This is an optimization exercise on Yosys and OpenROAD, whose aim is small area and few clock cycles, not a production implementation.
RTL that was checked went through simulation tests only; none was proved equivalent to the original.
No functional check of the RTL was part of run 2.
Power is estimated from default activity; no workload was simulated.

### design/flow/design.v
module crc16_x25_byte (
    input  wire [15:0] crc_in,
    input  wire [7:0]  data,
    output reg  [15:0] crc_out
);
    integer i;
    reg [15:0] c;
    always @(*) begin
        c = crc_in ^ {8'h00, data};
        for (i = 0; i < 8; i = i + 1) begin
            if (c[0])
                c = (c >> 1) ^ 16'h8408;
            else
                c = c >> 1;
        end
        crc_out = c;
    end
endmodule
module hdlc_rx32 (
    input  wire        clk,
    input  wire        rst,
    input  wire        rx_valid,
    output wire        rx_ready,
    input  wire [31:0] rx_data,
    input  wire  [2:0] rx_len,
    input  wire        rx_clear,
    output wire        pl_valid,
    input  wire        pl_ready,
    output wire [31:0] pl_data,
    output wire  [2:0] pl_len,
    output wire        pl_end,
    output wire        pl_crc_ok,
    output wire        pl_abort
);
    localparam [7:0]  FLAG = 8'h7E;
    localparam [7:0]  ESC  = 8'h7D;
    localparam [15:0] RESIDUE = 16'hF0B8;
    reg        open_r;      
    reg        ne_r;        
    reg        esc_r;       
    reg  [1:0] hc_r;        
    reg  [7:0] h0_r;        
    reg  [7:0] h1_r;        
    reg [15:0] crc_r;       
    reg        half_r;      
    wire [15:0] b = half_r ? rx_data[31:16] : rx_data[15:0];
    wire [7:0]  b0 = b[7:0];
    wire [7:0]  b1 = b[15:8];
    wire        in0 = 1'b1;                                   
    wire        in1 = half_r ? rx_len[2] : (rx_len[2] | rx_len[1]);
    wire        more = !half_r && (rx_len[2] | (&rx_len[1:0]));   
    wire f0 = in0 && (b0 == FLAG);
    wire f1 = in1 && (b1 == FLAG);
    wire x0 = (b0 == ESC);
    wire x1 = (b1 == ESC);
    wire end0  = f0 && open_r && ne_r;
    wire bd0   = !f0 && open_r;                   
    wire i0    = bd0 && !esc_r && x0;             
    wire v0    = bd0 && !i0;                      
    wire [7:0] u0 = b0 ^ {2'b00, esc_r, 5'b00000};
    wire o1    = f0 || open_r;                    
    wire n1    = !f0 && (ne_r || bd0);            
    wire e1    = i0;                              
    wire end1  = f1 && o1 && n1;
    wire bd1   = in1 && !f1 && o1;
    wire i1    = bd1 && !e1 && x1;
    wire v1    = bd1 && !i1;
    wire [7:0] u1 = b1 ^ {2'b00, e1, 5'b00000};
    wire has_end = end0 || end1;
    wire hin  = !f0 || end0;                      
    wire [1:0] hce = hin ? hc_r : 2'd0;
    wire       v1n = v1 && !end0;
    reg  [2:0] nemit;
    reg        tge2;
    always @(*) begin
        case ({hce, v0, v1n})
            4'b00_00:                     begin tge2 = 1'b0; nemit = 3'd0; end
            4'b00_01, 4'b00_10, 4'b01_00: begin tge2 = 1'b0; nemit = has_end ? 3'd1 : 3'd0; end
            4'b00_11, 4'b01_01, 4'b01_10, 4'b10_00: begin tge2 = 1'b1; nemit = 3'd0; end
            4'b01_11, 4'b10_01, 4'b10_10: begin tge2 = 1'b1; nemit = 3'd1; end
            4'b10_11:                     begin tge2 = 1'b1; nemit = 3'd2; end
            default:                      begin tge2 = 1'b1; nemit = 3'd0; end
        endcase
    end
    wire [7:0] c0 = (v0 && !end0) ? u0 : u1;      
    reg  [7:0] slot0, slot1;
    always @(*) begin
        case (hce)
            2'd2: begin slot0 = h0_r; slot1 = h1_r; end
            2'd1: begin slot0 = h1_r; slot1 = c0;   end
            default: begin slot0 = c0; slot1 = u1;  end
        endcase
    end
    assign pl_data = {slot1, slot0, slot1, slot0};
    wire [15:0] cs0, cs1;
    wire [15:0] ca0 = crc_r;
    crc16_x25_byte u_s0 (.crc_in(ca0), .data(u0), .crc_out(cs0));
    wire [15:0] ca1 = f0 ? 16'hFFFF : (v0 ? cs0 : ca0);
    crc16_x25_byte u_s1 (.crc_in(ca1), .data(u1), .crc_out(cs1));
    wire [15:0] ca2 = f1 ? 16'hFFFF : (v1 ? cs1 : ca1);
    wire esc_at_end = end0 ? esc_r : e1;
    wire crc_good = ((end0 ? ca0 : ca1) == RESIDUE) && !esc_at_end && tge2;
    wire ev = rx_clear ? (open_r && ne_r) : (has_end || nemit != 3'd0);
    assign pl_valid  = rx_valid && ev;
    assign pl_len    = rx_clear ? 3'd0 : nemit;
    assign pl_end    = rx_clear || has_end;
    assign pl_crc_ok = !rx_clear && crc_good;
    assign pl_abort  = rx_clear;
    wire go = rx_valid && (!ev || pl_ready);
    assign rx_ready = (!ev || pl_ready) && (rx_clear || !more);
    wire o2 = f1 || o1;
    wire n2 = !f1 && (n1 || bd1);
    wire e2 = f1 ? 1'b0 : (bd1 ? i1 : e1);
    wire [2:0] kb = f1 ? 3'd0 :
                    f0 ? {2'b00, v1} :
                    {1'b0, hc_r} + {2'b00, v0} + {2'b00, v1};
    always @(posedge clk) begin
        if (rst) begin
            open_r <= 1'b0;
            hc_r   <= 2'd0;
            half_r <= 1'b0;
        end else if (go) begin
            if (rx_clear) begin
                open_r <= 1'b0;
                half_r <= 1'b0;
            end else begin
                open_r <= o2;
                ne_r   <= n2;
                esc_r  <= e2;
                hc_r   <= (kb >= 3'd2) ? 2'd2 : kb[1:0];
                crc_r  <= ca2;
                if (v1) begin
                    h0_r <= v0 ? u0 : h1_r;
                    h1_r <= u1;
                end else if (v0) begin
                    h0_r <= h1_r;
                    h1_r <= u0;
                end
                half_r <= more;
            end
        end
    end
endmodule
### design/flow/run.sh
#!/bin/bash
# synth_recipe.tcl (not shown) runs the flow's synth.tcl, then flattens the netlist and writes it again
# the make line also repeats each setting of config.mk as NAME=value (left out here)
make -C /OpenROAD-flow-scripts/flow DESIGN_CONFIG=/design/flow/config.mk WORK_HOME=/design/flow/orfs CLKGATE_MAP_FILE= SYNTH_SCRIPT=/design/flow/synth_recipe.tcl finish
### design/flow/config.mk
export PLATFORM = sky130hd
export DESIGN_NAME = hdlc_rx32
export DESIGN_NICKNAME = hdlc_rx32
export VERILOG_FILES = /design/flow/design.v
export SDC_FILE = /design/flow/constraint.sdc
export NUM_CORES = 4
export LEC_CHECK = 0
export CAP_MARGIN = 20
export CORE_MARGIN = 2
export CORE_UTILIZATION = 40
export SLEW_MARGIN = 20
### design/flow/constraint.sdc
create_clock -name core_clock -period 5.5 [get_ports {clk}]
set_input_delay 1.1000 -clock core_clock [delete_from_list [all_inputs] [get_ports {clk}]]
set_output_delay 1.1000 -clock core_clock [all_outputs]
set_load 0.01 [all_outputs]
==> results of run 1 <==
what timing repair did:
action | in CTS | in global routing
endpoints found under the setup margin | 0 | 7
gates resized for setup | 0 | 15
setup buffers | 0 | 3
layout by cell type, fill, tap and decap left out, drive strengths merged, types with 5 or more instances in the layout:
| master | netlist | layout |
|---|---|---|
| a22oi | 9 | 9 |
| a21boi | 7 | 7 |
| inv | 12 | 12 |
| a21oi | 33 | 33 |
| xor2 | 10 | 10 |
| buf | 28 | 38 |
| a221oi | 10 | 10 |
| nand2 | 53 | 53 |
| nand3 | 7 | 7 |
| xnor2 | 39 | 39 |
| nor3 | 14 | 14 |
| o21ai | 47 | 47 |
| nor2 | 12 | 12 |
| clkdlybuf4s50 | 0 | 75 |
| o211ai | 11 | 11 |
| mux2i | 16 | 16 |
| a211oi | 11 | 11 |
| edfxtp | 34 | 34 |
| clkbuf | 19 | 5 |
worst min-delay path by stage:
stage,depth (start not counted),start,to
finish,2,hc_r[0],hc_r[0]
global route,2,hc_r[0],hc_r[0]
CTS,2,hc_r[0],hc_r[0]
detailed placement,2,hc_r[0],hc_r[0]
global placement,2,hc_r[0],hc_r[0]
floorplan,2,hc_r[0],hc_r[0]
sequential cells by signal (all words and copies together) (netlist names):
signal  flops
crc_r      16
h0_r        8
h1_r        8
hc_r        2
esc_r       1
half_r      1
ne_r        1
open_r      1
logic make-up (layout without fill, tap and decap cells):
logic type                 after synthesis  after routing  synth area share (%)
adders and majority gates                5              5                 1.803
buffers and inverters                   59            136                 8.854
DFF                                     38             38                 28.33
AOI/OAI and AO/OA                      150            150                 26.50
muxes                                   19             19                 5.280
xor gates and xnor gates                50             50                 15.10
other                                    1              1               0.09649
and+or+nand+nor                        113            114                 14.04
worst max-delay path, cell delays in order:
cell and delay (ns):
clkdlybuf4s50_1 0.51, or3b_1 0.36, a21o_1 0.23, a221o_2 0.44
and2_4 0.23, inv_4 0.10, buf_4 0.17, nor2_1 0.09
a221o_1 0.38, and3_1 0.19, clkdlybuf4s50_1 0.47
routing by layer:
metal / vias up / wire length [um] / global-route usage (%)
li1: 1749 / - / -
met1: 1750 / 5279 / 32.20
met2: 130 / 5888 / 40.02
met3: 16 / 664 / 3.186
met4: 0 / 176 / 6.564
met5: - / 0 / 0
power groups by stage:
stage	clock network [mW]	logic, mW	registers [mW]
after floorplan	0	0.175	0.328
after global placement	0	0.271	0.332
after detailed placement	0	0.272	0.332
after CTS	0.295	0.273	0.325
after global routing	0.307	0.295	0.326
final	0.294	0.274	0.326
through the flow:
stage               std cells  utilization [%]  setup WS (ns)
floorplan                 435                -         0.1293
global placement          630            51.83       0.008825
detailed placement        630            51.83        0.05549
CTS                       638            53.25        0.03100
global route              642            53.90       0.003439
finish                    642            53.90         0.1352
layout make-up:
cell class              count  area, um^2  area share (%)
well taps                 129       161.4           3.211
clock buffers               5       68.82           1.369
clock inverters             3       63.81           1.269
flip-flops and latches     38        1101           21.90
inverters                  12       47.55          0.9457
multi-input cells         339        2486           49.45
repair buffers            116        1099           21.85
==> reports/metrics.cfg, run 1 <==
[run_status]
status = no timing/DRC/antenna violations

[power]
clkPwrFrac_pct = 32.9
p_sw_uw = 254.9
p_int_uw = 637.9
combPwrFrac_pct = 30.7
cellPowerDensity_mw_per_mm2 = 177.6
p_seq_share_pct = 36.5
p_total_uw = 892.9
p_sw_share_pct = 28.55
vdd.ir_drop.worst_v = 0.00008625
p_leak_nw = 1.811

[synthesis]
synth_area_leaders = edfxtp_1 26%, xnor2_2 5.4%, xnor2_1 5.4%, o21ai_0 5.2%, nand2_1 5.1%
synthDominantCellAreaShare_pct = 26.27
netlist_area_mm2 = 0.003886
ys_seq_elements = 38
yosysSeqAreaShare_pct = 28.33
ys.flop_type = edfxtp_1
ys_types = 68
synth_async_sr_flop_share_pct = 0
synth_common_cells = 53 x nand2_1, 40 x o21ai_0, 34 x edfxtp_1
synth_edf_count = 34
synth.net_count = 480
yosysMostFrequentCell = nand2_1
yosys_warnings = 2
syn_inst = 435
syn_area_per_cell_um2 = 8.934
yosysTopAreaCell = edfxtp_1

[worst_setup_path]
r2r-start = half_r
crit_arrival_ns = 4.26
cp_max_fo = 8
criticalPathCategory = primary input to output port
endpoint = pl_valid
start_kind = primary input
end_kind = output port
crit_required_ns = 4.40
worstReg2RegEnd = crc_r[3]
r2r_setup_slack_ns = 1.70
startpoint = rx_data[0]
ff2ff_path_depth = 12

[run]
cap_violations = 0

[timing]
hold_ws_ns = 0.5000
skew_ns = 0.005224
max_freq_ghz = 0.1864
rsz0062_at_grt = false
slew_headroom_pct = 46.58
fin_tns_setup_ns = 0
setup_viol = 0
finalCritPeriodShare_pct = 97.54
maxSlewViolCount = 0
fin_crit_ns = 5.365
worst_pin_slew_ns = 0.8002
final_hold_viol_count = 0

[clocking]
numCtsBuffers = 5
h-tree-depth = 2
root_buffer = clkbuf_8
path_clk_slew_ns = 0.08
insertion_delay_ns = 0.30
cts_tree = yes
cts_hold_repair.buffers = 0
cts_buffer_depth = 2
cts.sinks = 38

[floorplanning]
pin_count = 80
num_rows = 35
core_area_mm2 = 0.009328
die_y_um = 102.6
initial_core_util_pct = 41.66
dieArea_mm2 = 0.01052
fp.dieW_um = 102.6

[place]
io_buffer_count = 78
gp_congestion = 1.012
dp_hpwl_um = 9462
placed_area_mm2 = 0.004835

[grt]
grt_pass1_wl_um = 19030
antenna_found_initial = 0
grt_pass1_vias = 3548
overflow = 0
grt_max_degree = 34
grt_use_total_pct = 23.78

[cells_and_area]
diodes = 0
nets = 557
design_area_mm2 = 0.005027
drive_gt1_share_pct = 17.15
area_growth_pct = 29.36
fillCellCount = 890

[detailed_routing]
wl_per_cell_um = 18.70
avgViaCountPerCell = 5.678
first_pass_iters = 5
first_iter_violations = 217
vias = 3645
totalWireLength_um = 12010
drcViolationCount = 0
drtAntennaViolNets = 0

[hold_path]
hold_class = flip-flop to flip-flop

Testbench counts, summed over its fixed seeds: cycles 49,670.
==> run 2, diff against run 1 <==
--- a/design/flow/design.v
+++ b/design/flow/design.v
@@ -69,19 +69,8 @@
     wire has_end = end0 || end1;
     wire hin  = !f0 || end0;                      
     wire [1:0] hce = hin ? hc_r : 2'd0;
-    wire       v1n = v1 && !end0;
-    reg  [2:0] nemit;
-    reg        tge2;
-    always @(*) begin
-        case ({hce, v0, v1n})
-            4'b00_00:                     begin tge2 = 1'b0; nemit = 3'd0; end
-            4'b00_01, 4'b00_10, 4'b01_00: begin tge2 = 1'b0; nemit = has_end ? 3'd1 : 3'd0; end
-            4'b00_11, 4'b01_01, 4'b01_10, 4'b10_00: begin tge2 = 1'b1; nemit = 3'd0; end
-            4'b01_11, 4'b10_01, 4'b10_10: begin tge2 = 1'b1; nemit = 3'd1; end
-            4'b10_11:                     begin tge2 = 1'b1; nemit = 3'd2; end
-            default:                      begin tge2 = 1'b1; nemit = 3'd0; end
-        endcase
-    end
+    wire [2:0] tcnt = {1'b0, hce} + {2'b00, v0} + {2'b00, v1 && !end0};
+    wire [2:0] nemit = (tcnt >= 3'd2) ? tcnt - 3'd2 : (has_end ? tcnt : 3'd0);
     wire [7:0] c0 = (v0 && !end0) ? u0 : u1;      
     reg  [7:0] slot0, slot1;
     always @(*) begin
@@ -99,7 +88,7 @@
     crc16_x25_byte u_s1 (.crc_in(ca1), .data(u1), .crc_out(cs1));
     wire [15:0] ca2 = f1 ? 16'hFFFF : (v1 ? cs1 : ca1);
     wire esc_at_end = end0 ? esc_r : e1;
-    wire crc_good = ((end0 ? ca0 : ca1) == RESIDUE) && !esc_at_end && tge2;
+    wire crc_good = ((end0 ? ca0 : ca1) == RESIDUE) && !esc_at_end && (tcnt >= 3'd2);
     wire ev = rx_clear ? (open_r && ne_r) : (has_end || nemit != 3'd0);
     assign pl_valid  = rx_valid && ev;
     assign pl_len    = rx_clear ? 3'd0 : nemit;
==> reports/metrics.cfg, run 2 <==
[cells_and_area]
drive_gt1_share_pct = 20.87  ; +3.7 points
largest_reg_flops = 16  ; unchanged
top_register = crc_r
area_growth_pct = 32.69
nets = 547  ; -1.8%
fillCellCount = 847  ; -4.8%
layout_common_cells = 76 x clkdlybuf4s50_1, 46 x buf_4, 36 x a21oi_1
layout_commonest_cell = clkdlybuf4s50_1
multi_input_area_mm2 = 0.002411  ; -3.0%
top_regs = crc_r x16, h0_r x8, h1_r x8
final_cells = 614  ; -4.4%
register_area_mm2 = 0.001101  ; unchanged
diodes = 0  ; unchanged

[place]
gp_congestion = 0.9271  ; -8.4%
io_buffer_count = 78  ; unchanged
dp_cells = 605  ; -4.0%
dp_hpwl_um = 8851  ; -6.5%
pre_cts_slack_ns = -0.05803  ; -0.1135 ns

[clocking]
path_clk_slew_ns = 0.08  ; about the same
insertion_delay_ns = 0.30  ; about the same
h-tree-depth = 2  ; unchanged
cts_buffer_depth = 2  ; unchanged
numCtsBuffers = 5  ; unchanged
cts_tree = yes
root_buffer = clkbuf_8
cts_hold_repair.buffers = 0  ; unchanged
cts.sinks = 38  ; unchanged

[run_status]
failed_checks = negative setup slack
status = failed layout checks

[power]
vdd.ir_drop.worst_v = 0.0001049  ; +22%
p_total_uw = 845.8  ; -5.3%
p_leak_nw = 1.852  ; +2.2%
cellPowerDensity_mw_per_mm2 = 168.2  ; -5.3%

[synthesis]
ys.flop_type = edfxtp_1
ys_types = 70  ; +2.9%
syn_area_per_cell_um2 = 9.241  ; +3.4%
yosysTopAreaCell = edfxtp_1
yosys_warnings = 2  ; unchanged
synth_common_cells = 37 x a21oi_1, 34 x edfxtp_1, 32 x nor2_1
synthDominantCellAreaShare_pct = 26.95  ; +0.68 points
synth_area_leaders = edfxtp_1 27%, xnor2_2 6.0%, a21oi_1 4.9%, mux2i_1 4.0%, xnor2_1 3.9%
synth_async_sr_flop_share_pct = 0  ; unchanged
yosysMostFrequentCell = a21oi_1
netlist_area_mm2 = 0.003789  ; -2.5%
yosysSeqAreaShare_pct = 29.06  ; +0.73 points
synth_edf_count = 34  ; unchanged
syn_inst = 410  ; -5.7%
ys_seq_elements = 38  ; unchanged
synth.net_count = 455  ; -5.2%

[worst_setup_path]
cp_slowest_stage_delay_ns = 0.58  ; +0.07 ns
cp_top_family = buffers and inverters
crit_required_ns = 4.40  ; about the same
cp_cell_sequence = clkdlybuf4s50_1 -> nand4_1 -> or2_1 -> a211oi_2 -> buf_6 -> and3_1 -> nor2_1 -> fa_1 -> inv_1 -> maj3_1 -> a221oi_1 -> clkdlybuf4s50_1
criticalPathCategory = primary input to output port
start_kind = primary input
crit_path_frequent_cell = clkdlybuf4s50_1
r2r_setup_slack_ns = 1.07  ; -0.63 ns
crit_arrival_ns = 4.42  ; +0.16 ns
cp_max_fo = 6  ; -2
end_kind = output port
critPathBufInv = 4  ; unchanged
cp_slowest_cell = clkdlybuf4s50_1

[timing]
skew_ns = 0.008360  ; +0.003136 ns
worst_pin_slew_ns = 0.8981  ; +0.09793 ns
fin_crit_ns = 5.521  ; +0.1567 ns
rsz0062_at_grt = true
slew_headroom_pct = 40.00  ; -6.6 points
setup_viol = 1  ; +1
maxSlewViolCount = 0  ; unchanged
finalCritPeriodShare_pct = 100.4  ; +2.8 points
max_freq_ghz = 0.1811  ; -2.8%
final_hold_viol_count = 0  ; unchanged
setup_ws_ns = -0.02149  ; -0.1567 ns
hold_ws_ns = 0.4814  ; -0.01859 ns

[floorplanning]
die_y_um = 101.3  ; -1.2%
core_area_mm2 = 0.009196  ; -1.4%
fp.dieW_um = 101.3  ; -1.2%
num_rows = 35  ; unchanged
initial_core_util_pct = 41.20  ; -0.47 points
pin_count = 80  ; unchanged
dieArea_mm2 = 0.01027  ; -2.4%

[detailed_routing]
first_pass_iters = 5  ; unchanged
totalWireLength_um = 11290  ; -5.9%
vias = 3563  ; -2.2%
drtAntennaViolNets = 0  ; unchanged
wl_per_cell_um = 18.39  ; -1.7%
first_iter_violations = 164  ; -24%
drcViolationCount = 0  ; unchanged
avgViaCountPerCell = 5.803  ; +2.2%

[grt]
grt_pass1_vias = 3404  ; -4.1%
grt_pass1_wl_um = 18220  ; -4.2%
grt_use_total_pct = 22.79  ; -0.99 points
antenna_found_initial = 0  ; unchanged
grt_max_degree = 42  ; +24%
overflow = 0  ; unchanged

[run]
cap_violations = 0  ; unchanged

[hold_path]
hold_class = flip-flop to flip-flop

==> run 2: worst reg2reg max path, stage by stage, from the launching register on <==
cell and delay, ns:
dfxtp_1 0.46, buf_12 0.24, nand4_1 0.10, or2_1 0.29, a211oi_2 0.32, o21ai_0 0.16, nor3_2 0.21, inv_1 0.07
nor2_1 0.14, fa_1 0.42, inv_1 0.09, maj3_1 0.20, a221oi_2 0.07, buf_4 0.16, nand2b_1 0.23, nor3_4 0.15
a21boi_1 0.75
==> run 2: worst paths after layout <==
path	depth (start not counted)	endpoint	from
setup / recovery	12	pl_valid	rx_data[22]
hold reg to reg	2	hc_r[0]	hc_r[0]
hold / removal	2	hc_r[0]	hc_r[0]
setup reg to reg	16	h0_r[2]	half_r
==> run 2: report_power, final <==
part	leakage, nW	internal (mW)	switching [mW]
combinational	1.45	0.145	0.132
sequential	0.342	0.319	0.00663
clock	0.0579	0.134	0.109
==> run 2: per-layer routing <==
layer | GRT usage [%] | vias up | wire length, um | part of all wire, %
met5 | 0 | - | 0 | 0
met3 | 2.484 | 13 | 508 | 4.5
met2 | 39.68 | 114 | 5524 | 49
met4 | 5.613 | 0 | 164 | 1.5
met1 | 30.31 | 1748 | 5096 | 45
li1 | - | 1688 | - | -
==> run 2: per-stage QoR <==
step	TNS (ns)	utilization (%)	area [um^2]
finish	-0.02149	54.67	5027
global route	-0.1254	54.67	5027
CTS	0	54.31	4995
detailed placement	-0.09826	52.88	4863
global placement	-0.02027	52.88	4863
floorplan	0	-	3800
==> run 2: layout make-up <==
cell class                 count  share of cell area (%)
inverter                      12                  0.8960
timing repair buffer         129                   24.32
tap                          111                   2.763
sequential                    38                   21.90
multi-input combinational    316                   47.96
clock buffer                   5                   1.369
clock inverter                 3                  0.7964
==> run 2: logic make-up (layout without fill, tap and decap cells) <==
kind of cell               Yosys count  count (layout)  share of synthesized area, %
other                                1               1                       0.09898
DFF                                 38              38                         29.06
and+or+nand+nor                    110             110                         14.80
adders and majority gates            6               6                         2.312
AOI/OAI and AO/OA                  130             130                         24.08
xor gates and xnor gates            47              47                         14.56
buffers and inverters               56             149                         8.619
muxes                               22              22                         6.473
==> run 2: what timing repair did <==
item	CTS	global route
buffers inserted	1	0
endpoints found under the setup margin	3	11
resized for setup	3	6
pin swaps	1	3
==> run 3, diff against run 2 <==
--- a/design/flow/design.v
+++ b/design/flow/design.v
@@ -69,8 +69,19 @@
     wire has_end = end0 || end1;
     wire hin  = !f0 || end0;                      
     wire [1:0] hce = hin ? hc_r : 2'd0;
-    wire [2:0] tcnt = {1'b0, hce} + {2'b00, v0} + {2'b00, v1 && !end0};
-    wire [2:0] nemit = (tcnt >= 3'd2) ? tcnt - 3'd2 : (has_end ? tcnt : 3'd0);
+    wire       v1n = v1 && !end0;
+    reg  [2:0] nemit;
+    reg        tge2;
+    always @(*) begin
+        case ({hce, v0, v1n})
+            4'b00_00:                     begin tge2 = 1'b0; nemit = 3'd0; end
+            4'b00_01, 4'b00_10, 4'b01_00: begin tge2 = 1'b0; nemit = has_end ? 3'd1 : 3'd0; end
+            4'b00_11, 4'b01_01, 4'b01_10, 4'b10_00: begin tge2 = 1'b1; nemit = 3'd0; end
+            4'b01_11, 4'b10_01, 4'b10_10: begin tge2 = 1'b1; nemit = 3'd1; end
+            4'b10_11:                     begin tge2 = 1'b1; nemit = 3'd2; end
+            default:                      begin tge2 = 1'b1; nemit = 3'd0; end
+        endcase
+    end
     wire [7:0] c0 = (v0 && !end0) ? u0 : u1;      
     reg  [7:0] slot0, slot1;
     always @(*) begin
@@ -88,7 +99,7 @@
     crc16_x25_byte u_s1 (.crc_in(ca1), .data(u1), .crc_out(cs1));
     wire [15:0] ca2 = f1 ? 16'hFFFF : (v1 ? cs1 : ca1);
     wire esc_at_end = end0 ? esc_r : e1;
-    wire crc_good = ((end0 ? ca0 : ca1) == RESIDUE) && !esc_at_end && (tcnt >= 3'd2);
+    wire crc_good = ((end0 ? ca0 : ca1) == RESIDUE) && !esc_at_end && tge2;
     wire ev = rx_clear ? (open_r && ne_r) : (has_end || nemit != 3'd0);
     assign pl_valid  = rx_valid && ev;
     assign pl_len    = rx_clear ? 3'd0 : nemit;
==> design/flow/flow/run.sh (new file) <==
#!/bin/bash
# Layout flow: the standard flow (standard.sh, ORFS synth to finish) with
# two changes:
#  - ABC maps the logic with flow/abc_area.script (structural choices, then
#    delay mapping with area recovery) in place of ORFS's speed script,
#    which upsizes every gate; synthesis is otherwise unchanged, so the
#    registers are the standard synthesis's;
#  - the port buffers are buf_1 cells instead of the default buffer cell.
# Each step's full log stays in orfs/logs/; make's own output goes to
# flow_make.log in the work folder.
set -euo pipefail
W=$PWD
rm -rf "$W/scripts_local"
cp -r "$FLOW_HOME/scripts" "$W/scripts_local"
cp "$W/flow/abc_area.script" "$W/scripts_local/abc_speed.script"
bash "$W/standard.sh" SCRIPTS_DIR="$W/scripts_local" \
    BUFFER_PORTS_ARGS="-buffer_cell sky130_fd_sc_hd__buf_1" finish \
    > "$W/flow_make.log" 2>&1
==> design/flow/flow/abc_area.script (new file) <==
&get -n
&st
&dch
&nf -R 1000
&put
topo
==> design/flow/standard.sh (new file) <==
#!/bin/bash
# synth_recipe.tcl (not shown) runs the flow's synth.tcl, then flattens the netlist and writes it again
# the make line also repeats each setting of config.mk as NAME=value (left out here)
make -C /OpenROAD-flow-scripts/flow DESIGN_CONFIG=/design/flow/config.mk WORK_HOME=/design/flow/orfs CLKGATE_MAP_FILE= SYNTH_SCRIPT=/design/flow/synth_recipe.tcl "${@:-finish}"
removed: design/flow/run.sh
==> reports/metrics.cfg, run 3 <==
[run_status]
status = no timing/DRC/antenna violations

[timing]
finalCritPeriodShare_pct = 94.47  ; -5.9 points
fin_crit_ns = 5.196  ; -0.3256 ns
max_freq_ghz = 0.1925  ; +6.3%
fin_tns_setup_ns = 0  ; +0.02149 ns
skew_ns = 0.007502  ; -0.0008581 ns
setup_viol = 0  ; -1
setup_ws_ns = 0.3041  ; +0.3256 ns
slew_headroom_pct = 51.04  ; +11 points
worst_pin_slew_ns = 0.7343  ; -0.1638 ns
final_hold_viol_count = 0  ; unchanged
maxSlewViolCount = 0  ; unchanged

[floorplanning]
die_y_um = 93.47  ; -7.7%
initial_core_util_pct = 41.43  ; +0.24 points
pin_count = 80  ; unchanged
fp.dieW_um = 93.47  ; -7.7%
num_rows = 32  ; -8.6%
core_area_mm2 = 0.007727  ; -16%
dieArea_mm2 = 0.008737  ; -15%

[worst_setup_path]
critPathBufInv = 3  ; -1
r2r_setup_slack_ns = 1.01  ; -0.06 ns
r2r-start = half_r
cp_slowest_stage_delay_ns = 0.31  ; -0.27 ns
ff2ff_path_depth = 16  ; unchanged
crit_arrival_ns = 4.10  ; -0.32 ns
cp_top_family = simple AND/OR/NAND/NOR gates
crit_required_ns = 4.40  ; about the same
criticalPathCategory = primary input to output port
cp_slowest_cell = nor4_2
end_kind = output port
cp_max_fo = 7  ; +1
start_kind = primary input
worstReg2RegEnd = h0_r[5]
cp_cell_sequence = buf_1 -> mux2i_2 -> nor4b_4 -> nand4_1 -> nand2_1 -> nor2_1 -> nor2_2 -> clkinv_2 -> nand2_1 -> o21ai_0 -> nor4_2 -> nand4_1 -> a211oi_1 -> o21ai_0 -> a21oi_1 -> buf_1

[cells_and_area]
nets = 505  ; -7.7%
area_growth_pct = 20.87
largest_reg_flops = 16  ; unchanged
top_regs = crc_r x16, h0_r x8, h1_r x8
layout_commonest_cell = buf_1
top_register = crc_r
layout_common_cells = 78 x buf_1, 45 x nor2_1, 35 x a21oi_1
post-route-util_pct = 50.08  ; -4.6 points
drive_gt1_share_pct = 9.978  ; -11 points
design_area_mm2 = 0.003870  ; -23%
diodes = 0  ; unchanged

[synthesis]
synth.net_count = 414  ; -9.0%
syn_area_per_cell_um2 = 8.677  ; -6.1%
ys_seq_elements = 38  ; unchanged
yosysSeqAreaShare_pct = 34.39  ; +5.3 points
ys_types = 40  ; -43%
synth_area_leaders = edfxtp_1 32%, xnor2_1 7.4%, mux2i_1 6.6%, a21oi_1 5.5%, nor2_1 5.4%
synth_common_cells = 46 x nor2_1, 35 x a21oi_1, 34 x edfxtp_1, 34 x nand2_1, 31 x o21ai_0
yosys_warnings = 2  ; unchanged
syn_inst = 369  ; -10%
yosysTopAreaCell = edfxtp_1
yosysMostFrequentCell = nor2_1
synth_async_sr_flop_share_pct = 0  ; unchanged
netlist_area_mm2 = 0.003202  ; -15%
synthDominantCellAreaShare_pct = 31.89  ; +4.9 points
ys.flop_type = edfxtp_1
synth_edf_count = 34  ; unchanged

[run]
cap_violations = 0  ; unchanged

[detailed_routing]
first_iter_violations = 308  ; +88%
drtAntennaViolNets = 0  ; unchanged
drcViolationCount = 0  ; unchanged
avgViaCountPerCell = 5.675  ; -2.2%
vias = 3195  ; -10%
totalWireLength_um = 9566  ; -15%
wl_per_cell_um = 16.99  ; -7.6%
first_pass_iters = 5  ; unchanged

[clocking]
cts_hold_repair.buffers = 0  ; unchanged
h-tree-depth = 2  ; unchanged
insertion_delay_ns = 0.30  ; about the same
root_buffer = clkbuf_8
cts_buffer_depth = 2  ; unchanged
path_clk_slew_ns = 0.08  ; about the same
cts.sinks = 38  ; unchanged
cts_tree = yes
numCtsBuffers = 5  ; unchanged

[grt]
overflow = 0  ; unchanged
grt_pass1_wl_um = 15150  ; -17%
grt_max_degree = 34  ; -19%
antenna_found_initial = 0  ; unchanged
grt_pass1_vias = 2981  ; -12%
grt_use_total_pct = 22.07  ; -0.72 points

[hold_path]
hold_path.startpoint = hc_r[0]
hold_depth = 2  ; unchanged
hold_end = hc_r[0]
hold_class = flip-flop to flip-flop

[power]
vdd.ir_drop.worst_v = 0.00009958  ; -5.1%
p_leak_nw = 1.323  ; -29%
cellPowerDensity_mw_per_mm2 = 214.9  ; +28%
p_total_uw = 831.5  ; -1.7%

[place]
pre_cts_slack_ns = 0.3073  ; +0.3654 ns
placed_area_mm2 = 0.003746  ; -23%
gp_congestion = 0.9768  ; +5.4%
io_buffer_count = 78  ; unchanged
dp_hpwl_um = 7413  ; -16%

==> run 3: cell types whose count changed in the layout (fill, tap and decap cells not counted), sizes merged, moves of 5 or more <==
cell | before | now
clkdlybuf4s50 | 76 | 0
o21bai | 0 | 7
nand2 | 29 | 34
nand4 | 8 | 3
clkinv | 2 | 12
inv | 12 | 0
a21boi | 8 | 2
xnor2 | 32 | 27
nor3 | 12 | 7
buf | 51 | 102
a221oi | 10 | 15
a2bb2oi | 5 | 0
nor2 | 33 | 46
==> run 3: timing repair <==
| action | CTS | global route |
|---|---|---|
| resized for setup | 0 | 2 |
| setup buffers | 0 | 1 |
| endpoints found under the setup margin | 0 | 2 |
==> run 3: worst min-delay path, stage by stage (launching register included) <==
cell and delay, ns:
dfxtp_1 0.32, nor2_1 0.10, a211oi_1 0.05
==> run 3: per-layer routing <==
layer | track usage (%) | up-vias | part of all wire [%]
met1 | 30.43 | 1503 | 45
met2 | 37.29 | 122 | 49
met3 | 2.901 | 14 | 5.2
met4 | 4.167 | 0 | 1.1
met5 | 0 | - | 0
li1 | - | 1556 | -
==> run 3: where the power goes <==
part | internal, mW | total [mW] | switching (mW)
Clock | 0.134 | 0.242 | 0.108
Combinational | 0.0991 | 0.261 | 0.162
Sequential | 0.320 | 0.329 | 0.00916
==> run 3: worst max-delay path by stage <==
stage	startpoint	endpoint	cells past startpoint
5_1_grt	rx_data[7]	pl_crc_ok	16
6_report	rx_data[7]	pl_crc_ok	16
3_5_place_dp	rx_data[23]	pl_crc_ok	16
2_1_floorplan	rx_data[21]	h0_r[0]	15
3_3_place_gp	rx_data[7]	pl_crc_ok	16
4_1_cts	half_r	pl_crc_ok	16
==> run 3: cell families (layout without fill, tap and decap cells) <==
family	after synthesis	count (layout)	share of synthesized area [%]
compound gates	122	122	23.92
simple gates	111	111	15.51
xor+xnor	41	41	11.22
flops	38	38	34.39
buf+inv	28	120	5.393
mux	23	23	7.268
fa+ha+maj	5	5	2.188
other cells	1	1	0.1171
==> run 3: through the flow <==
step	instances	hold WS [ns]
after floorplan	369	0.4769
after global placement	554	0.4941
after detailed placement	554	0.4992
after CTS	562	0.5109
after global routing	563	0.5771
final	563	0.5132
==> run 3: layout make-up <==
cell class	instances	area (um^2)
clock buffer	5	68.82
sequential	38	1102
multi-input combinational	303	2014
tap	102	127.6
fill	761	3857
timing repair buffer	102	473.0
inverter	10	43.79
clock inverter	3	40.04
Testbench counts of run 3, summed over its fixed seeds: cycles 49,670.
==> run 4, diff against run 3 <==
--- a/design/flow/design.v
+++ b/design/flow/design.v
@@ -82,16 +82,8 @@
             default:                      begin tge2 = 1'b1; nemit = 3'd0; end
         endcase
     end
-    wire [7:0] c0 = (v0 && !end0) ? u0 : u1;      
-    reg  [7:0] slot0, slot1;
-    always @(*) begin
-        case (hce)
-            2'd2: begin slot0 = h0_r; slot1 = h1_r; end
-            2'd1: begin slot0 = h1_r; slot1 = c0;   end
-            default: begin slot0 = c0; slot1 = u1;  end
-        endcase
-    end
-    assign pl_data = {slot1, slot0, slot1, slot0};
+    wire [7:0] slot0 = (hce == 2'd2) ? h0_r : (hce == 2'd1) ? h1_r : u0;
+    assign pl_data = {b, h1_r, slot0};
     wire [15:0] cs0, cs1;
     wire [15:0] ca0 = crc_r;
     crc16_x25_byte u_s0 (.crc_in(ca0), .data(u0), .crc_out(cs0));
==> reports/metrics.cfg, run 4 <==
[cells_and_area]
area_growth_pct = 23.47
drive_gt1_share_pct = 7.625  ; -2.4 points
top_register = crc_r
largest_reg_flops = 16  ; unchanged
multi_input_area_mm2 = 0.001831  ; -9.1%
top_regs = crc_r x16, h0_r x8, h1_r x8
register_area_mm2 = 0.001101  ; -0.11%
layout_commonest_cell = buf_1
nets = 500  ; -0.99%
fillCellCount = 740  ; -2.8%
post-route-util_pct = 50.91  ; +0.82 points
layout_common_cells = 78 x buf_1, 64 x a21oi_1, 39 x o21ai_0
diodes = 0  ; unchanged

[clocking]
numCtsBuffers = 5  ; unchanged
cts_setup_buffers = 0  ; unchanged
cts_hold_repair.buffers = 0  ; unchanged
cts_resized = 0  ; unchanged
insertion_delay_ns = 0.30  ; about the same
cts.sinks = 38  ; unchanged
cts_buffer_depth = 2  ; unchanged
path_clk_slew_ns = 0.07  ; about the same
root_buffer = clkbuf_8
h-tree-depth = 2  ; unchanged
cts_tree = yes

[timing]
fin_tns_setup_ns = 0  ; unchanged
hold_ws_ns = 0.5895  ; +0.07633 ns
setup_ws_ns = 0.2420  ; -0.06214 ns
finalCritPeriodShare_pct = 95.60  ; +1.1 points
rsz0062_at_grt = false
slew_headroom_pct = 39.18  ; -12 points
skew_ns = 0.007619  ; +0.0001165 ns
maxSlewViolCount = 0  ; unchanged
setup_viol = 0  ; unchanged
worst_pin_slew_ns = 0.9090  ; +0.1746 ns
final_hold_viol_count = 0  ; unchanged
max_freq_ghz = 0.1902  ; -1.2%
fin_crit_ns = 5.258  ; +0.06214 ns

[synthesis]
synthDominantCellAreaShare_pct = 34.14  ; +2.3 points
syn_area_per_cell_um2 = 8.495  ; -2.1%
synth_edf_count = 34  ; unchanged
netlist_area_mm2 = 0.002990  ; -6.6%
ys_types = 42  ; +5.0%
synth_area_leaders = edfxtp_1 34%, a21oi_1 11%, xnor2_1 8.8%, o21ai_0 6.5%, mux2i_1 5.0%
ys_seq_elements = 38  ; unchanged
yosysTopAreaCell = edfxtp_1
synth.net_count = 394  ; -4.8%
yosysSeqAreaShare_pct = 36.82  ; +2.4 points
yosys_warnings = 2  ; unchanged
synth_async_sr_flop_share_pct = 0  ; unchanged
syn_inst = 352  ; -4.6%
synth_common_cells = 64 x a21oi_1, 39 x o21ai_0, 37 x nor2_1
yosysMostFrequentCell = a21oi_1
ys.flop_type = edfxtp_1

[floorplanning]
dieArea_mm2 = 0.008184  ; -6.3%
die_y_um = 90.47  ; -3.2%
num_rows = 31  ; -3.1%
pin_count = 80  ; unchanged
fp.dieW_um = 90.47  ; -3.2%
core_area_mm2 = 0.007253  ; -6.1%
initial_core_util_pct = 41.23  ; -0.21 points

[place]
pre_cts_slack_ns = 0.2577  ; -0.04967 ns
gp_congestion = 0.8836  ; -9.5%
dp_hpwl_um = 7194  ; -2.9%
io_buffer_count = 78  ; unchanged

[power]
p_leak_nw = 1.216  ; -8.1%
cellPowerDensity_mw_per_mm2 = 195.7  ; -8.9%
vdd.ir_drop.worst_v = 0.00007906  ; -21%

[worst_setup_path]
end_kind = output port
r2r-start = half_r
start_kind = primary input
r2r_setup_slack_ns = 0.67  ; -0.34 ns
ff2ff_path_depth = 14  ; -2
endpoint = pl_valid
startpoint = rx_data[16]
cp_max_fo = 12  ; +5
criticalPathCategory = primary input to output port
crit_required_ns = 4.40  ; about the same
crit_arrival_ns = 4.16  ; +0.06 ns
worstReg2RegEnd = crc_r[7]

[grt]
grt_max_degree = 34  ; unchanged
grt_pass1_vias = 2863  ; -4.0%
grt_use_total_pct = 23.59  ; +1.5 points
antenna_found_initial = 0  ; unchanged
grt_pass1_wl_um = 15310  ; +1.1%
overflow = 0  ; unchanged

[detailed_routing]
avgViaCountPerCell = 5.484  ; -3.4%
vias = 3060  ; -4.2%
drcViolationCount = 0  ; unchanged
first_pass_iters = 5  ; unchanged
wl_per_cell_um = 17.19  ; +1.2%
totalWireLength_um = 9591  ; +0.26%
drtAntennaViolNets = 0  ; unchanged
first_iter_violations = 302  ; -1.9%

[hold_path]
hold_class = flip-flop to flip-flop

[run]
cap_violations = 0  ; unchanged

[run_status]
status = no timing/DRC/antenna violations

## run 4: cell count changes in the layout (fill, tap and decap cells not counted), sizes merged, moves of 7 or more
cell	before	now
a21oi	35	64
a221oi	15	0
nor2	46	37
clkinv	12	20
o211ai	9	1
o21ai	31	39
o21bai	7	0
## run 4: how the worst min path moves through the flow
stage / start / to / depth (start not counted) / slack, ns
floorplan: hc_r[1] / hc_r[1] / 2 / 0.52
global placement: hc_r[0] / hc_r[0] / 2 / 0.58
detailed placement: hc_r[0] / hc_r[0] / 2 / 0.58
CTS: hc_r[0] / hc_r[0] / 2 / 0.59
global route: hc_r[0] / hc_r[0] / 2 / 0.62
finish: hc_r[0] / hc_r[0] / 2 / 0.59
## run 4: logic make-up (layout without fill, tap and decap cells)
| family | count (synthesis) | count (layout) | share of synthesized area, % |
|---|---|---|---|
| buffers and inverters | 20 | 127 | 2.761 |
| muxes | 23 | 23 | 8.033 |
| adders and majority gates | 2 | 2 | 1.088 |
| DFF | 38 | 38 | 36.82 |
| AOI/OAI and AO/OA | 122 | 122 | 22.39 |
| other | 1 | 1 | 0.1254 |
| and+or+nand+nor | 99 | 99 | 15.02 |
| xor gates and xnor gates | 47 | 47 | 13.77 |
## run 4: routing by layer
metal	wire [um]	vias up	track usage (%)
met4	139	0	6.282
met1	4305	1395	32.21
met2	4509	143	39.18
met5	0	-	0
li1	-	1507	-
met3	637	15	3.339
## run 4: worst max-delay path, stage by stage
cell	delay (ns)
buf_1	0.07
mux2_1	0.43
nor4_4	0.49
and3_1	0.25
o21ai_0	0.17
nor2_1	0.74
a22oi_1	0.22
a32oi_1	0.34
and2_0	0.18
buf_1	0.15
## run 4: final cells by class
| type | count | share of cell area (%) |
|---|---|---|
| Multi-Input combinational cell | 294 | 49.58 |
| Sequential cell | 38 | 29.82 |
| Timing Repair Buffer | 101 | 12.94 |
| Tap cell | 99 | 3.355 |
| Inverter | 18 | 1.999 |
| Clock buffer | 5 | 1.864 |
| Clock inverter | 3 | 0.4405 |
## run 4: power by group
part           switching, mW  total, mW  internal, mW
logic                  0.119      0.199        0.0798
registers            0.00801      0.327         0.319
clock network          0.109      0.196        0.0870
## run 4: metrics by stage
stage | total power [mW] | area [um^2] | std cells
2_1_floorplan | 0.4615 | 3020 | 352
3_3_place_gp | 0.5305 | 3607 | 550
3_5_place_dp | 0.5312 | 3607 | 550
4_1_cts | 0.7243 | 3692 | 558
5_1_grt | 0.7566 | 3692 | 558
6_report | 0.7225 | 3692 | 558
Testbench counts of run 4, summed over its fixed seeds: cycles 49,670.
==> run 5, diff against run 4 <==
--- a/design/flow/config.mk
+++ b/design/flow/config.mk
@@ -9,3 +9,4 @@
 export CORE_MARGIN = 2
 export CORE_UTILIZATION = 40
 export SLEW_MARGIN = 20
+export TNS_END_PERCENT = 0
==> reports/metrics.cfg, run 5 <==
[synthesis]
ys_seq_elements = 38  ; unchanged
ys_types = 42  ; unchanged
yosys_warnings = 2  ; unchanged
yosysTopAreaCell = edfxtp_1
synth.net_count = 394  ; unchanged
synth_common_cells = 64 x a21oi_1, 39 x o21ai_0, 37 x nor2_1
synthDominantCellAreaShare_pct = 34.14  ; unchanged
ys.flop_type = edfxtp_1
netlist_area_mm2 = 0.002990  ; unchanged
syn_area_per_cell_um2 = 8.495  ; unchanged
yosysMostFrequentCell = a21oi_1
synth_edf_count = 34  ; unchanged
yosysSeqAreaShare_pct = 36.82  ; unchanged
syn_inst = 352  ; unchanged
synth_async_sr_flop_share_pct = 0  ; unchanged
synth_area_leaders = edfxtp_1 34%, a21oi_1 11%, xnor2_1 8.8%, o21ai_0 6.5%, mux2i_1 5.0%

[grt]
grt_max_degree = 34  ; unchanged
grt_pass1_wl_um = 14860  ; -3.0%
antenna_found_initial = 0  ; unchanged
overflow = 0  ; unchanged
grt_use_total_pct = 22.97  ; -0.62 points
grt_pass1_vias = 2817  ; -1.6%

[floorplanning]
num_rows = 31  ; unchanged
core_area_mm2 = 0.007253  ; unchanged
die_y_um = 90.47  ; unchanged
fp.dieW_um = 90.47  ; unchanged
pin_count = 80  ; unchanged
initial_core_util_pct = 41.23  ; unchanged
dieArea_mm2 = 0.008184  ; unchanged

[detailed_routing]
met1Wirelength_um = 4177  ; -3.0%
first_pass_iters = 5  ; unchanged
first_iter_violations = 232  ; -23%
dr.max_layer_used = met4
totalWireLength_um = 9501  ; -0.94%
drtAntennaViolNets = 0  ; unchanged
drcViolationCount = 0  ; unchanged
avgViaCountPerCell = 5.509  ; +0.46%
vias = 3085  ; +0.82%
wl_per_cell_um = 16.97  ; -1.3%
routed-wl-met2_um = 4505  ; about the same
dr_wl_met3_um = 581  ; -8.8%

[clocking]
cts.sinks = 38  ; unchanged
root_buffer = clkbuf_8
path_clk_slew_ns = 0.08  ; about the same
numCtsBuffers = 5  ; unchanged
h-tree-depth = 2  ; unchanged
insertion_delay_ns = 0.30  ; about the same
cts_buffer_depth = 2  ; unchanged
cts_tree = yes

[worst_setup_path]
end_kind = output port
cp_max_fo = 4  ; -8
crit_required_ns = 4.40  ; about the same
criticalPathCategory = primary input to output port
crit_arrival_ns = 4.08  ; -0.08 ns
start_kind = primary input

[cells_and_area]
largest_reg_flops = 16  ; unchanged
top_regs = crc_r x16, h0_r x8, h1_r x8
drive_gt1_share_pct = 8.243  ; +0.62 points
layout_common_cells = 78 x buf_1, 64 x a21oi_1, 39 x o21ai_0
area_growth_pct = 23.51  ; about the same
diodes = 0  ; unchanged
fillCellCount = 726  ; -1.9%
top_register = crc_r
nets = 502  ; +0.40%
layout_commonest_cell = buf_1

[power]
p_total_uw = 716.0  ; -0.90%
p_sw_uw = 230.2  ; -2.6%
p_seq_share_pct = 45.9  ; +0.6 points
clkPwrFrac_pct = 26.8  ; -0.4 points
p_leak_nw = 1.227  ; +0.92%
combPwrFrac_pct = 27.3  ; -0.2 points
cellPowerDensity_mw_per_mm2 = 193.8  ; -0.94%
vdd.ir_drop.worst_v = 0.00007193  ; -9.0%
p_int_uw = 485.8  ; about the same
p_sw_share_pct = 32.15  ; -0.56 points

[place]
gp_congestion = 0.9312  ; +5.4%
pre_cts_slack_ns = 0.2127  ; -0.04493 ns
io_buffer_count = 78  ; unchanged
dp_hpwl_um = 7266  ; +1.0%

[timing]
fin_crit_ns = 5.185  ; -0.07335 ns
maxSlewViolCount = 0  ; unchanged
fin_tns_setup_ns = 0  ; unchanged
skew_ns = 0.005909  ; -0.001710 ns
max_freq_ghz = 0.1929  ; +1.4%
finalCritPeriodShare_pct = 94.27  ; -1.3 points
slew_headroom_pct = 56.79  ; +18 points
final_hold_viol_count = 0  ; unchanged
rsz0062_at_grt = false
setup_viol = 0  ; unchanged
setup_ws_ns = 0.3153  ; +0.07335 ns
worst_pin_slew_ns = 0.6435  ; -0.2654 ns

[hold_path]
hold_class = flip-flop to flip-flop

[run_status]
status = no timing/DRC/antenna violations

[run]
cap_violations = 0  ; unchanged

## run 5: cell types whose count changed in the layout (fill, tap and decap cells not counted)
cell and delta:
dfxtp_1 -1, clkinv_4 -1, a2111oi_1 -1, buf_4 +3, clkbuf_1 +1, dfxtp_2 +1, buf_12 -1, clkinv_2 +1
a2111oi_2 +1, clkinvlp_4 -1
## run 5: layout make-up
cell class / count / area, um^2 / area share [%]
clock buffer: 6 / 72.57 / 1.965
clock inverter: 2 / 8.758 / 0.2371
inverter: 18 / 70.07 / 1.897
multi-input combinational: 294 / 1836 / 49.70
sequential: 38 / 1102 / 29.84
tap: 99 / 123.9 / 3.354
timing repair buffer: 103 / 480.5 / 13.01
## run 5: worst paths after layout
kind | to | start | slack (ns) | cells past startpoint
max | pl_crc_ok | rx_data[23] | 0.32 | 13
min | hc_r[1] | hc_r[1] | 0.61 | 2
max reg2reg | crc_r[4] | half_r | 0.91 | 13
min reg2reg | hc_r[1] | hc_r[1] | 0.61 | 2
## run 5: layer usage
metal,vias to the layer above,GRT usage [%]
li1,1502,-
met1,1446,30.01
met2,121,37.87
met3,16,4.090
met4,0,8.718
met5,-,0
## run 5: metrics by stage
step	instances	utilization, %	cell area (um^2)	hold slack, ns
2_1_floorplan	352	-	3017	0.5192
3_3_place_gp	552	49.72	3606	0.5795
3_5_place_dp	552	49.72	3606	0.5942
4_1_cts	560	50.84	3687	0.6049
5_1_grt	560	50.92	3694	0.6440
6_report	560	50.92	3694	0.6115
## run 5: kinds of logic after synthesis
family	count (synthesis)	synth area share, %
AO/OA/AOI/OAI	122	22.39
AND/OR/NAND/NOR	99	15.02
XOR/XNOR	47	13.77
flip-flops	38	36.82
multiplexers	23	8.033
buffers and inverters	20	2.761
adder cells (fa/ha/maj)	2	1.088
other	1	0.1254
## run 5: critical path, cell delays in order
cell and delay, ns:
buf_1 0.07, mux2i_1 0.27, nand4_1 0.23, or4_1 0.60, or3b_1 0.41, nand4_1 0.15
nand2_2 0.10, nor3_1 0.32, nor2_1 0.11, nand3_1 0.14, nand3_1 0.10, a2111oi_2 0.31
buf_1 0.19
## run 5: what timing repair did
item                       4_1_cts  5_1_grt
hold buffers                     0        0
buffers inserted                 0        0
setup endpoints to repair        0        3
resized for setup                0        2
## run 5: power by group through the flow
stage	Sequential, mW	Combinational, mW	Clock [mW]
finish	0.329	0.195	0.192
global route	0.330	0.214	0.205
CTS	0.328	0.196	0.195
detailed placement	0.335	0.194	0
global placement	0.335	0.194	0
floorplan	0.333	0.128	0
==> run 6, diff against run 5 <==
--- a/design/flow/config.mk
+++ b/design/flow/config.mk
@@ -8,5 +8,6 @@
 export CAP_MARGIN = 20
 export CORE_MARGIN = 2
 export CORE_UTILIZATION = 40
+export CTS_CLUSTER_DIAMETER = 200
+export CTS_CLUSTER_SIZE = 50
 export SLEW_MARGIN = 20
-export TNS_END_PERCENT = 0
==> reports/metrics.cfg, run 6 <==
[hold_path]
hold_class = flip-flop to flip-flop
hold_depth = 2  ; unchanged
hold_path.startpoint = hc_r[0]
hold_end = hc_r[0]

[synthesis]
yosysMostFrequentCell = a21oi_1
ys.flop_type = edfxtp_1
ys_types = 42  ; unchanged
netlist_area_mm2 = 0.002990  ; unchanged
yosysTopAreaCell = edfxtp_1
ys_seq_elements = 38  ; unchanged
synth_async_sr_flop_share_pct = 0  ; unchanged
syn_area_per_cell_um2 = 8.495  ; unchanged
synth_area_leaders = edfxtp_1 34%, a21oi_1 11%, xnor2_1 8.8%, o21ai_0 6.5%, mux2i_1 5.0%
synth_common_cells = 64 x a21oi_1, 39 x o21ai_0, 37 x nor2_1
synthDominantCellAreaShare_pct = 34.14  ; unchanged
syn_inst = 352  ; unchanged
synth.net_count = 394  ; unchanged
synth_edf_count = 34  ; unchanged
yosys_warnings = 2  ; unchanged
yosysSeqAreaShare_pct = 36.82  ; unchanged

[worst_setup_path]
r2r_setup_slack_ns = 0.67  ; -0.24 ns
worstReg2RegEnd = crc_r[7]
critPathBufInv = 2  ; unchanged
cp_slowest_cell = nor2_1
start_kind = primary input
ff2ff_path_depth = 14  ; +1
cp_slowest_stage_delay_ns = 0.74  ; +0.14 ns
startpoint = rx_data[16]
cp_top_family = simple AND/OR/NAND/NOR gates
crit_path_frequent_cell = buf_1
end_kind = output port
crit_required_ns = 4.40  ; about the same
criticalPathCategory = primary input to output port
r2r-start = half_r
cp_max_fo = 12  ; +8
crit_arrival_ns = 4.16  ; +0.08 ns
cp_cell_sequence = buf_1 -> mux2_1 -> nor4_4 -> and3_1 -> o21ai_0 -> nor2_1 -> a22oi_1 -> a32oi_1 -> and2_0 -> buf_1

[place]
io_buffer_count = 78  ; unchanged
gp_congestion = 0.8836  ; -5.1%
dp_hpwl_um = 7194  ; -0.99%

[power]
cellPowerDensity_mw_per_mm2 = 195.7  ; +0.95%
vdd.ir_drop.worst_v = 0.00007906  ; +9.9%
p_leak_nw = 1.216  ; -0.91%
p_total_uw = 722.5  ; +0.91%

[floorplanning]
initial_core_util_pct = 41.23  ; unchanged
dieArea_mm2 = 0.008184  ; unchanged
core_area_mm2 = 0.007253  ; unchanged
pin_count = 80  ; unchanged
fp.dieW_um = 90.47  ; unchanged
die_y_um = 90.47  ; unchanged
num_rows = 31  ; unchanged

[timing]
skew_ns = 0.007619  ; +0.001710 ns
worst_pin_slew_ns = 0.9090  ; +0.2654 ns
maxSlewViolCount = 0  ; unchanged
max_freq_ghz = 0.1902  ; -1.4%
fin_tns_setup_ns = 0  ; unchanged
final_hold_viol_count = 0  ; unchanged
slew_headroom_pct = 39.18  ; -18 points
fin_crit_ns = 5.258  ; +0.07335 ns
finalCritPeriodShare_pct = 95.60  ; +1.3 points
rsz0062_at_grt = false
setup_viol = 0  ; unchanged

[clocking]
numCtsBuffers = 5  ; unchanged
cts_buffer_depth = 2  ; unchanged
cts_setup_buffers = 0  ; unchanged
cts.sinks = 38  ; unchanged
insertion_delay_ns = 0.30  ; about the same
h-tree-depth = 2  ; unchanged
root_buffer = clkbuf_8
cts_hold_repair.buffers = 0  ; unchanged
cts_tree = yes
cts_resized = 0  ; unchanged
path_clk_slew_ns = 0.07  ; about the same

[cells_and_area]
drive_gt1_share_pct = 7.625  ; -0.62 points
largest_reg_flops = 16  ; unchanged
layout_common_cells = 78 x buf_1, 64 x a21oi_1, 39 x o21ai_0
layout_commonest_cell = buf_1
top_register = crc_r
fillCellCount = 740  ; +1.9%
area_growth_pct = 23.47  ; about the same
nets = 500  ; -0.40%
diodes = 0  ; unchanged
top_regs = crc_r x16, h0_r x8, h1_r x8

[detailed_routing]
totalWireLength_um = 9591  ; +0.95%
first_iter_violations = 302  ; +30%
drtAntennaViolNets = 0  ; unchanged
avgViaCountPerCell = 5.484  ; -0.45%
wl_per_cell_um = 17.19  ; +1.3%
first_pass_iters = 5  ; unchanged
drcViolationCount = 0  ; unchanged
vias = 3060  ; -0.81%

[grt]
overflow = 0  ; unchanged
grt_pass1_wl_um = 15310  ; +3.1%
antenna_found_initial = 0  ; unchanged
grt_pass1_vias = 2863  ; +1.6%
grt_max_degree = 34  ; unchanged
grt_use_total_pct = 23.59  ; +0.62 points

[run_status]
status = no timing/DRC/antenna violations

[run]
cap_violations = 0  ; unchanged

[run 6: cell counts after synthesis]
No cell type changed its count.
[run 6: final cells by class]
class / count / area (um^2) / share of cell area [%]
Sequential cell: 38 / 1101 / 29.82
Clock buffer: 5 / 68.82 / 1.864
Timing Repair Buffer: 101 / 478.0 / 12.94
Tap cell: 99 / 123.9 / 3.355
Inverter: 18 / 73.82 / 1.999
Clock inverter: 3 / 16.27 / 0.4405
Multi-Input combinational cell: 294 / 1831 / 49.58
[run 6: cells by family (layout without fill, tap and decap cells)]
| family | count (synthesis) | after routing | synth area share, % |
|---|---|---|---|
| adders and majority gates | 2 | 2 | 1.088 |
| muxes | 23 | 23 | 8.033 |
| buffers and inverters | 20 | 127 | 2.761 |
| other | 1 | 1 | 0.1254 |
| DFF | 38 | 38 | 36.82 |
| xor gates and xnor gates | 47 | 47 | 13.77 |
| AOI/OAI and AO/OA | 122 | 122 | 22.39 |
| and+or+nand+nor | 99 | 99 | 15.02 |
[run 6: worst max-delay path by stage]
stage | cells past startpoint | slack, ns | to
detailed placement | 10 | 0.26 | pl_valid
floorplan | 14 | 0.07 | h0_r[0]
finish | 10 | 0.24 | pl_valid
CTS | 10 | 0.26 | pl_valid
global route | 13 | 0.008 | pl_crc_ok
global placement | 10 | 0.34 | pl_valid
[run 6: tightest hold or removal path: cells and delay by family (launching register included)]
family / cells / cell delay, ns
flops: 1 / 0.37
simple gates: 1 / 0.12
compound gates: 1 / 0.05
[run 6: layer usage]
metal  global-route usage (%)  up-vias  routed length [um]
li1                         -     1507                   -
met1                    32.21     1395                4305
met5                        0        -                   0
met3                    3.339       15                 637
met4                    6.282        0                 139
met2                    39.18      143                4509
[run 6: stage by stage]
step	hold slack [ns]	setup slack (ns)	util (%)	area [um^2]	std cells
2_1_floorplan	0.5192	0.06545	-	3020	352
3_3_place_gp	0.5804	0.3438	49.73	3607	550
3_5_place_dp	0.5781	0.2577	49.73	3607	550
4_1_cts	0.5890	0.2563	50.91	3692	558
5_1_grt	0.6177	0.008216	50.91	3692	558
6_report	0.5895	0.2420	50.91	3692	558
[run 6: report_power, final]
group | internal [mW] | total, mW | switching, mW
registers | 0.319 | 0.327 | 0.00801
clock network | 0.0870 | 0.196 | 0.109
logic | 0.0798 | 0.199 | 0.119
==> run 7, diff against run 6 <==
==> design/flow/config.mk (replaced) <==
export PLATFORM = sky130hd
export DESIGN_NAME = hdlc_rx32
export DESIGN_NICKNAME = hdlc_rx32
export VERILOG_FILES = /design/flow/design.v
export SDC_FILE = /design/flow/constraint.sdc
export NUM_CORES = 4
export LEC_CHECK = 0
export CAP_MARGIN = 0
export CORE_MARGIN = 2
export CORE_UTILIZATION = 40
export SLEW_MARGIN = 0
==> reports/metrics.cfg, run 7 <==
[detailed_routing]
wl_per_cell_um = 17.19  ; unchanged
avgViaCountPerCell = 5.484  ; unchanged
drtAntennaViolNets = 0  ; unchanged
drcViolationCount = 0  ; unchanged
first_pass_iters = 5  ; unchanged
first_iter_violations = 302  ; unchanged
vias = 3060  ; unchanged
totalWireLength_um = 9591  ; unchanged

[run_status]
status = no timing/DRC/antenna violations

[clocking]
path_clk_slew_ns = 0.07  ; about the same
cts_setup_buffers = 0  ; unchanged
h-tree-depth = 2  ; unchanged
cts_resized = 0  ; unchanged
root_buffer = clkbuf_8
cts_tree = yes
cts.sinks = 38  ; unchanged
cts_hold_repair.buffers = 0  ; unchanged
cts_buffer_depth = 2  ; unchanged
insertion_delay_ns = 0.30  ; about the same
numCtsBuffers = 5  ; unchanged

[grt]
overflow = 0  ; unchanged
antenna_found_initial = 0  ; unchanged
grt_max_degree = 34  ; unchanged
grt_use_total_pct = 23.59  ; unchanged
grt_pass1_wl_um = 15310  ; unchanged
grt_pass1_vias = 2863  ; unchanged

[worst_setup_path]
criticalPathCategory = primary input to output port
cp_max_fo = 12  ; unchanged
crit_arrival_ns = 4.16  ; about the same
start_kind = primary input
crit_required_ns = 4.40  ; about the same
end_kind = output port

[cells_and_area]
nets = 500  ; unchanged
final_cells = 558  ; unchanged
layout_common_cells = 78 x buf_1, 64 x a21oi_1, 39 x o21ai_0
drive_gt1_share_pct = 7.625  ; unchanged
area_growth_pct = 23.47  ; unchanged
diodes = 0  ; unchanged
post-route-util_pct = 50.91  ; unchanged
top_register = crc_r
top_regs = crc_r x16, h0_r x8, h1_r x8
largest_reg_flops = 16  ; unchanged
fillCellCount = 740  ; unchanged
layout_commonest_cell = buf_1

[run]
cap_violations = 0  ; unchanged

[synthesis]
yosysMostFrequentCell = a21oi_1
ys_types = 42  ; unchanged
synth_common_cells = 64 x a21oi_1, 39 x o21ai_0, 37 x nor2_1
netlist_area_mm2 = 0.002990  ; unchanged
ys.flop_type = edfxtp_1
synth_area_leaders = edfxtp_1 34%, a21oi_1 11%, xnor2_1 8.8%, o21ai_0 6.5%, mux2i_1 5.0%
syn_inst = 352  ; unchanged
syn_area_per_cell_um2 = 8.495  ; unchanged
yosysTopAreaCell = edfxtp_1
synth.net_count = 394  ; unchanged
yosys_warnings = 2  ; unchanged
synth_edf_count = 34  ; unchanged
synthDominantCellAreaShare_pct = 34.14  ; unchanged
yosysSeqAreaShare_pct = 36.82  ; unchanged
ys_seq_elements = 38  ; unchanged
synth_async_sr_flop_share_pct = 0  ; unchanged

[floorplanning]
num_rows = 31  ; unchanged
core_area_mm2 = 0.007253  ; unchanged
dieArea_mm2 = 0.008184  ; unchanged
die_y_um = 90.47  ; unchanged
initial_core_util_pct = 41.23  ; unchanged
pin_count = 80  ; unchanged
fp.dieW_um = 90.47  ; unchanged

[timing]
slew_headroom_pct = 39.18  ; unchanged
setup_viol = 0  ; unchanged
final_hold_viol_count = 0  ; unchanged
rsz0062_at_grt = false
finalCritPeriodShare_pct = 95.60  ; unchanged
fin_tns_setup_ns = 0  ; unchanged
max_freq_ghz = 0.1902  ; unchanged
fin_crit_ns = 5.258  ; unchanged
skew_ns = 0.007619  ; unchanged
worst_pin_slew_ns = 0.9090  ; unchanged
maxSlewViolCount = 0  ; unchanged

[power]
vdd.ir_drop.worst_v = 0.00007906  ; unchanged
p_leak_nw = 1.216  ; unchanged
cellPowerDensity_mw_per_mm2 = 195.7  ; unchanged

[place]
dp_hpwl_um = 7194  ; unchanged
gp_congestion = 0.8836  ; unchanged
io_buffer_count = 78  ; unchanged
dp_cells = 550  ; unchanged

[hold_path]
hold_class = flip-flop to flip-flop

==> run 7: cell counts after synthesis <==
No cell type changed its count.
==> run 7: path summary, 6_finish.rpt <==
path,endpoint,from,slack (ns),cells past startpoint
max,pl_valid,rx_data[16],0.24,10
min,hc_r[0],hc_r[0],0.59,2
min reg2reg,hc_r[0],hc_r[0],0.59,2
max reg2reg,crc_r[7],half_r,0.67,14
==> run 7: layout make-up <==
class                      count  area, um^2  share of cell area, %
multi-input combinational    294        1831                  49.58
sequential                    38        1101                  29.82
timing repair buffer         101       478.0                  12.94
tap                           99       123.9                  3.355
inverter                      18       73.82                  1.999
clock buffer                   5       68.82                  1.864
clock inverter                 3       16.27                 0.4405
==> run 7: worst max-delay path, cell delays in order <==
cell and delay [ns]:
buf_1 0.07, mux2_1 0.43, nor4_4 0.49, and3_1 0.25, o21ai_0 0.17, nor2_1 0.74, a22oi_1 0.22, a32oi_1 0.34
and2_0 0.18, buf_1 0.15
==> run 7: stage by stage <==
stage	hold WS, ns	setup slack [ns]	power (mW)	instance area, um^2
final	0.5895	0.2420	0.7225	3692
after global routing	0.6177	0.008216	0.7566	3692
after CTS	0.5890	0.2563	0.7243	3692
after detailed placement	0.5781	0.2577	0.5312	3607
after global placement	0.5804	0.3438	0.5305	3607
after floorplan	0.5192	0.06545	0.4615	3020
==> run 7: kinds of logic (layout without fill, tap and decap cells) <==
group           count (synthesis)  in the layout  share of synthesized area, %
compound gates                122            122                         22.39
xor+xnor                       47             47                         13.77
fa+ha+maj                       2              2                         1.088
buf+inv                        20            127                         2.761
flops                          38             38                         36.82
mux                            23             23                         8.033
other cells                     1              1                        0.1254
simple gates                   99             99                         15.02
==> run 7: metal layers <==
layer / up-vias / wire length (um) / track usage, %
li1: 1507 / - / -
met1: 1395 / 4305 / 32.21
met2: 143 / 4509 / 39.18
met3: 15 / 637 / 3.339
met4: 0 / 139 / 6.282
met5: - / 0 / 0
==> run 7: power by group <==
group,leakage (nW),internal [mW],total (mW),switching (mW)
Clock,0.0416,0.0870,0.196,0.109
Sequential,0.343,0.319,0.327,0.00801
Combinational,0.831,0.0798,0.199,0.119

-- separate check: timing with driven ports --
How much do the figures lean on ideal ports? The routed layouts below were timed once more, with nothing changed but the port constraints. Step 1 (the two cells are an assumption about what drives the block):
set clk [get_ports {clk}]
set_driving_cell -lib_cell sky130_fd_sc_hd__clkbuf_16 $clk
set_driving_cell -lib_cell sky130_fd_sc_hd__buf_2 [delete_from_list [all_inputs] $clk]
Step 2, shift: input delay + t, output delay - t, t = (earliest + latest rising clock arrival at the registers) / 2. This alone moves slack from input paths to output paths. Three values: ideal ports, drivers, drivers and shift; two values: the first two.
| run | shift t [ns] | setup WS [ns] | worst register clock-pin slew, ns | worst data-port slew with drivers (ns) |
|---|---|---|---|---|
| run 1 | 0.331 | 0.135 / 0.108 / 0.108 | 0.08 / 0.08 | 0.04 |
| run 2 | 0.326 | -0.021 / -0.053 / -0.053 | 0.08 / 0.08 | 0.04 |
| run 3 | 0.322 | 0.304 / 0.284 / 0.284 | 0.08 / 0.08 | 0.03 |
| run 4 | 0.325 | 0.242 / 0.221 / 0.221 | 0.08 / 0.08 | 0.04 |
| run 5 | 0.327 | 0.315 / 0.296 / 0.296 | 0.08 / 0.08 | 0.04 |
| run 6 | 0.325 | 0.242 / 0.221 / 0.221 | 0.08 / 0.08 | 0.04 |
| run 7 | 0.325 | 0.242 / 0.221 / 0.221 | 0.08 / 0.08 | 0.04 |
The setup slack of run 2, which loses most, moves by -0.032 ns with the drivers and by -0.032 ns with both steps.
